This design comes from an exercise in tuning for small area, a short achievable clock period and few clock cycles per item on the open sky130 flow, not from production work.
Only simulation tests tie the RTL to the original design; equivalence was not proved.
No activity file was given, so power comes from the tool's default toggle rates.

==> inputs of 08-27 <==
==> flow/design.v (excerpt) <==
module blink_quantizer (
    input  wire        clk,
    input  wire        rst,
    input  wire        req_valid,
    output wire        req_ready,
    input  wire [63:0] req_on_ms,
    input  wire [63:0] req_off_ms,
    output wire        resp_valid,
    output wire [1:0]  resp_path,
    output wire [6:0]  resp_num_steps,
    output wire [7:0]  resp_on_code,
    output wire [63:0] resp_on_ms,
    output wire [63:0] resp_off_ms
);
    reg         v0, hi0;
    reg  [63:0] xr, yr;
    reg         w_busy;
    wire        w_busy_nx;
    reg         stall;
    wire        go;
    wire        hi_in  = |req_on_ms[63:15] | |req_off_ms[63:15];
    wire        v0_nx  = ~rst & (stall ? v0 & ~go : req_valid);
    wire        hi0_nx = stall ? hi0 : hi_in;
    assign req_ready = ~stall;
    always @(posedge clk) begin
        v0    <= v0_nx;
        stall <= v0_nx & hi0_nx & w_busy_nx;
        if (~stall) begin
            hi0 <= hi_in;
            xr  <= req_on_ms;
            yr  <= req_off_ms;
        end
    end
    wire on_z  = ~|xr;
    wire off_z = ~|yr;
    wire p1    = off_z & ~on_z;                  
    wire p2    = on_z & ~off_z;                  
    wire gen   = ~(p1 | p2);
    wire [15:0] xn, yn, xt, yt;
    genvar g;
    generate
        for (g = 0; g < 16; g = g + 1) begin : NB
            assign xn[g] = |xr[4*g+3:4*g];
            assign yn[g] = |yr[4*g+3:4*g];
            assign xt[g] = |xn[15:g];
            assign yt[g] = |yn[15:g];
        end
  ...
export LEC_CHECK = 0
export CAP_MARGIN = 20
export CORE_MARGIN = 2
export CORE_UTILIZATION = 40
export CTS_CLUSTER_DIAMETER = 100
export CTS_CLUSTER_SIZE = 30
export SLEW_MARGIN = 20
create_clock -name core_clock -period 12.0 [get_ports {clk}]
standard.sh (not shown) runs the stock make flow with config.mk's settings and CLKGATE_MAP_FILE= SYNTH_SCRIPT=/design/flow/synth_recipe.tcl, a recipe that flattens the netlist after the stock synthesis.
==> flow/flow/run.sh <==
#!/bin/bash
# Layout flow: the standard flow (standard synthesis, floorplan, placement,
# CTS, routing, finish) unchanged, at the design's clock period and
# constraints, except that the resizer's setup repair after CTS and after
# global routing is asked to leave extra slack (SETUP_SLACK_MARGIN), so that
# the critical paths come out faster than the 12 ns constraint requires.
# The make output of the whole run goes to layout.log in this folder; ORFS
# keeps each tool's own log under orfs/logs/.
set -euo pipefail
MARGIN=${MARGIN:-8}
bash standard.sh SETUP_SLACK_MARGIN="$MARGIN" finish > layout.log 2>&1
test -f out/final.def
==> 09-14 (differences from 08-27) <==
--- a/flow/design.v
+++ b/flow/design.v
@@ -47,66 +47,64 @@
         end
     endgenerate
     wire x_big = |(xn[15:2] & ~yt[13:0]);
     wire y_big = |(yn[15:2] & ~xt[13:0]);
     wire mid   = hi0 & gen & ~x_big & ~y_big;    
     wire needw = hi0 & (mid | ~gen);             
     assign go  = v0 & ~(stall & needw);          
     wire w_ld  = go & hi0 & ~stall;              
-    wire [32:0] xy_lo = {1'b0, xr[31:0]} + {1'b0, yr[31:0]};
+    wire [64:0] xy    = {1'b0, xr} + {1'b0, yr};
     wire [15:0] d_lo  = {1'b0, xr[14:0]} - {1'b0, yr[14:0]};
     wire        q_lo  = ~d_lo[15];
     reg  [15:0] s_in, r_in;
     reg         q_in;
     always @(*) begin
         if (on_z & off_z) begin
             s_in = 16'd1000;   q_in = 1'b1;   r_in = 16'd0;
         end else if (hi0 & gen) begin
             s_in = 16'h8000;   q_in = x_big;  r_in = x_big ? 16'h7ffe : 16'd2;
         end else begin
-            s_in = xy_lo[15:0];
+            s_in = xy[15:0];
             q_in = q_lo;
             r_in = q_lo ? d_lo : {xr[14:0], 1'b0};
         end
     end
     localparam [3:0] HOLD_OUT = 4'd9;     
     reg         w_div, w_p1, w_p2;
     reg  [3:0]  w_cnt;
     reg  [65:0] w_r;                      
     reg  [64:0] w_s;
     reg  [7:0]  w_q;                      
     reg         og1a, og1b, og2a, og2b;   
     wire [65:0] w_op = {1'b0, w_s} ^ {{33{w_q[0]}}, {33{~w_r[65]}}};
     wire [65:0] w_t  = {w_r[64:0], 1'b0} + w_op + {65'd0, w_q[0]};
     wire        w_it = ~w_cnt[3];         
-    wire [32:0] w_hi = {1'b0, xr[63:32]} + {1'b0, yr[63:32]} + {32'd0, xy_lo[32]};
     assign w_busy_nx = ~rst & ((w_ld & (mid | ~gen)) |
                                (w_busy & ~(w_div ? (w_cnt == 4'd7) : (w_cnt == HOLD_OUT))));
     wire hold_out_nx = w_busy & ~w_div & (w_cnt == HOLD_OUT - 4'd1);
     always @(posedge clk) begin
         w_busy <= w_busy_nx;
         og1a   <= ~rst & hold_out_nx & w_p1;
         og1b   <= ~rst & hold_out_nx & ~w_p2;
         og2a   <= ~rst & hold_out_nx & w_p2;
         og2b   <= ~rst & hold_out_nx & ~w_p1;
         if (w_ld) begin
             w_div <= gen;
             w_p1  <= p1;
             w_p2  <= ~p1;
             w_cnt <= 4'd0;
             w_r   <= {2'b00, xr};
-            w_s   <= {w_hi, xy_lo[31:0]};
+            w_s   <= xy;
             w_q   <= 8'd1;
         end else begin
             w_cnt <= w_cnt + 4'd1;
-            if (w_it) begin
-                w_r <= w_t;
+            w_r   <= w_t;                 
+            if (w_it)
                 w_q <= {w_q[6:0], ~w_t[65]};
-            end
         end
     end
     generate
         for (g = 0; g <= 7; g = g + 1) begin : P
             wire        v_c;
             wire [1:0]  pa_c;
             wire [15:0] s_c, r_c;
             wire [7:0]  q_c;
==> flow/flow/run.sh (replaced) <==
#!/bin/bash
# Layout flow: the standard flow (standard synthesis, floorplan, placement,
# CTS, routing, finish) at the design's clock period and constraints, with
# two changes to how the layout is made:
#  - the resizer's setup repair after CTS and after global routing is asked
#    to leave extra slack (SETUP_SLACK_MARGIN), so that the critical paths
#    come out faster than the 12 ns constraint requires;
#  - every input and output port still gets its own buffer, but the port
#    buffers start as the smallest buffer cell (the repair upsizes the ones
#    on critical paths).
# The make output of the whole run goes to layout.log in this folder; ORFS
# keeps each tool's own log under orfs/logs/.
set -euo pipefail
MARGIN=${MARGIN:-8}
bash standard.sh SETUP_SLACK_MARGIN="$MARGIN" \
    "BUFFER_PORTS_ARGS=-buffer_cell sky130_fd_sc_hd__buf_1" finish > layout.log 2>&1
test -f out/final.def
- CTS_CLUSTER_SIZE: 30 -> 20
==> run notes <==
simple-gate portion of the synthesized area -> 14.01%
vias in the first global route -> 26700
register-to-register setup slack -> 8.01 ns
worst path arrival time -> 4.54 ns
setup bufs post-CTS -> 10
die width -> 307.8 µm
fraction of final layout cells sized beyond drive strength 1 -> 7.035%
result of the run -> no timing/DRC/antenna violations
clock buffer count from CTS -> 41
routed wl met3 -> 3569 µm
switching portion of total power -> 38.47%
share of cell area taken by flip-flops and latches -> 38.07%
tightest hold margin -> 0.3145 ns
Worst R2R End -> v0
Post-Route M1 WL -> 40780 µm
detailed-route wire length per cell -> 17.75 µm
# the run above: 09-14

==> run notes <==
final number of max-transition violations -> 0
critical path startpoint category -> flop
layout inverter count without the clock tree -> 283
Placed Cells incl. Taps -> 4925
detailed-route wire length per cell -> 18.47 µm
setup bufs post-CTS -> 55
clock buffer count from CTS -> 30
vias in the first global route -> 26070
switching portion of total power -> 37.57%
register-to-register setup slack -> 6.74 ns
worst path arrival time -> 5.67 ns
source-to-sink clock delay at the later pin of the worst-skew pair -> 0.65 ns
Post-Route M1 WL -> 41660 µm
result of the run -> no timing/DRC/antenna violations
simple-gate portion of the synthesized area -> 12.62%
# the run above: 08-27

Testbench counts of 08-27, summed over its fixed seeds: cycles 3,396, items 3,200.
Testbench counts of 09-14, summed over its fixed seeds: cycles 3,396, items 3,200.

==> re-timing with driven ports <==
No port has a modelled driver above. Below, the same layouts with a new extraction and two added sets of constraints.
Step 1: set_driving_cell puts a clkbuf_16 on clk and a buf_2 on each other input, an assumption about the parent block.
Step 2 times the ports against the registers' clock, not the clock port: input delays grow and output delays shrink by t, the midpoint of the rising clock arrivals with the driver on.
Slacks: ideal / step 1 / step 2; pairs: ideal / step 1.
| run | t (ns) | setup WS [ns] | worst setup path after step 2 | clock arrival spread, ns | cell pins on the clock port's net |
|---|---|---|---|---|---|
| 08-27 | 0.699 | 6.743 / 6.743 / 6.743 | register to register | 0.033 / 0.032 | 1 |
| 09-14 | 0.667 | 8.012 / 8.012 / 7.486 | input to register | 0.052 / 0.051 | 1 |
After both steps setup and hold are still met in every run listed. The setup slack of 09-14, which loses most, moves by 0.000 ns with the drivers and by -0.526 ns with both steps.
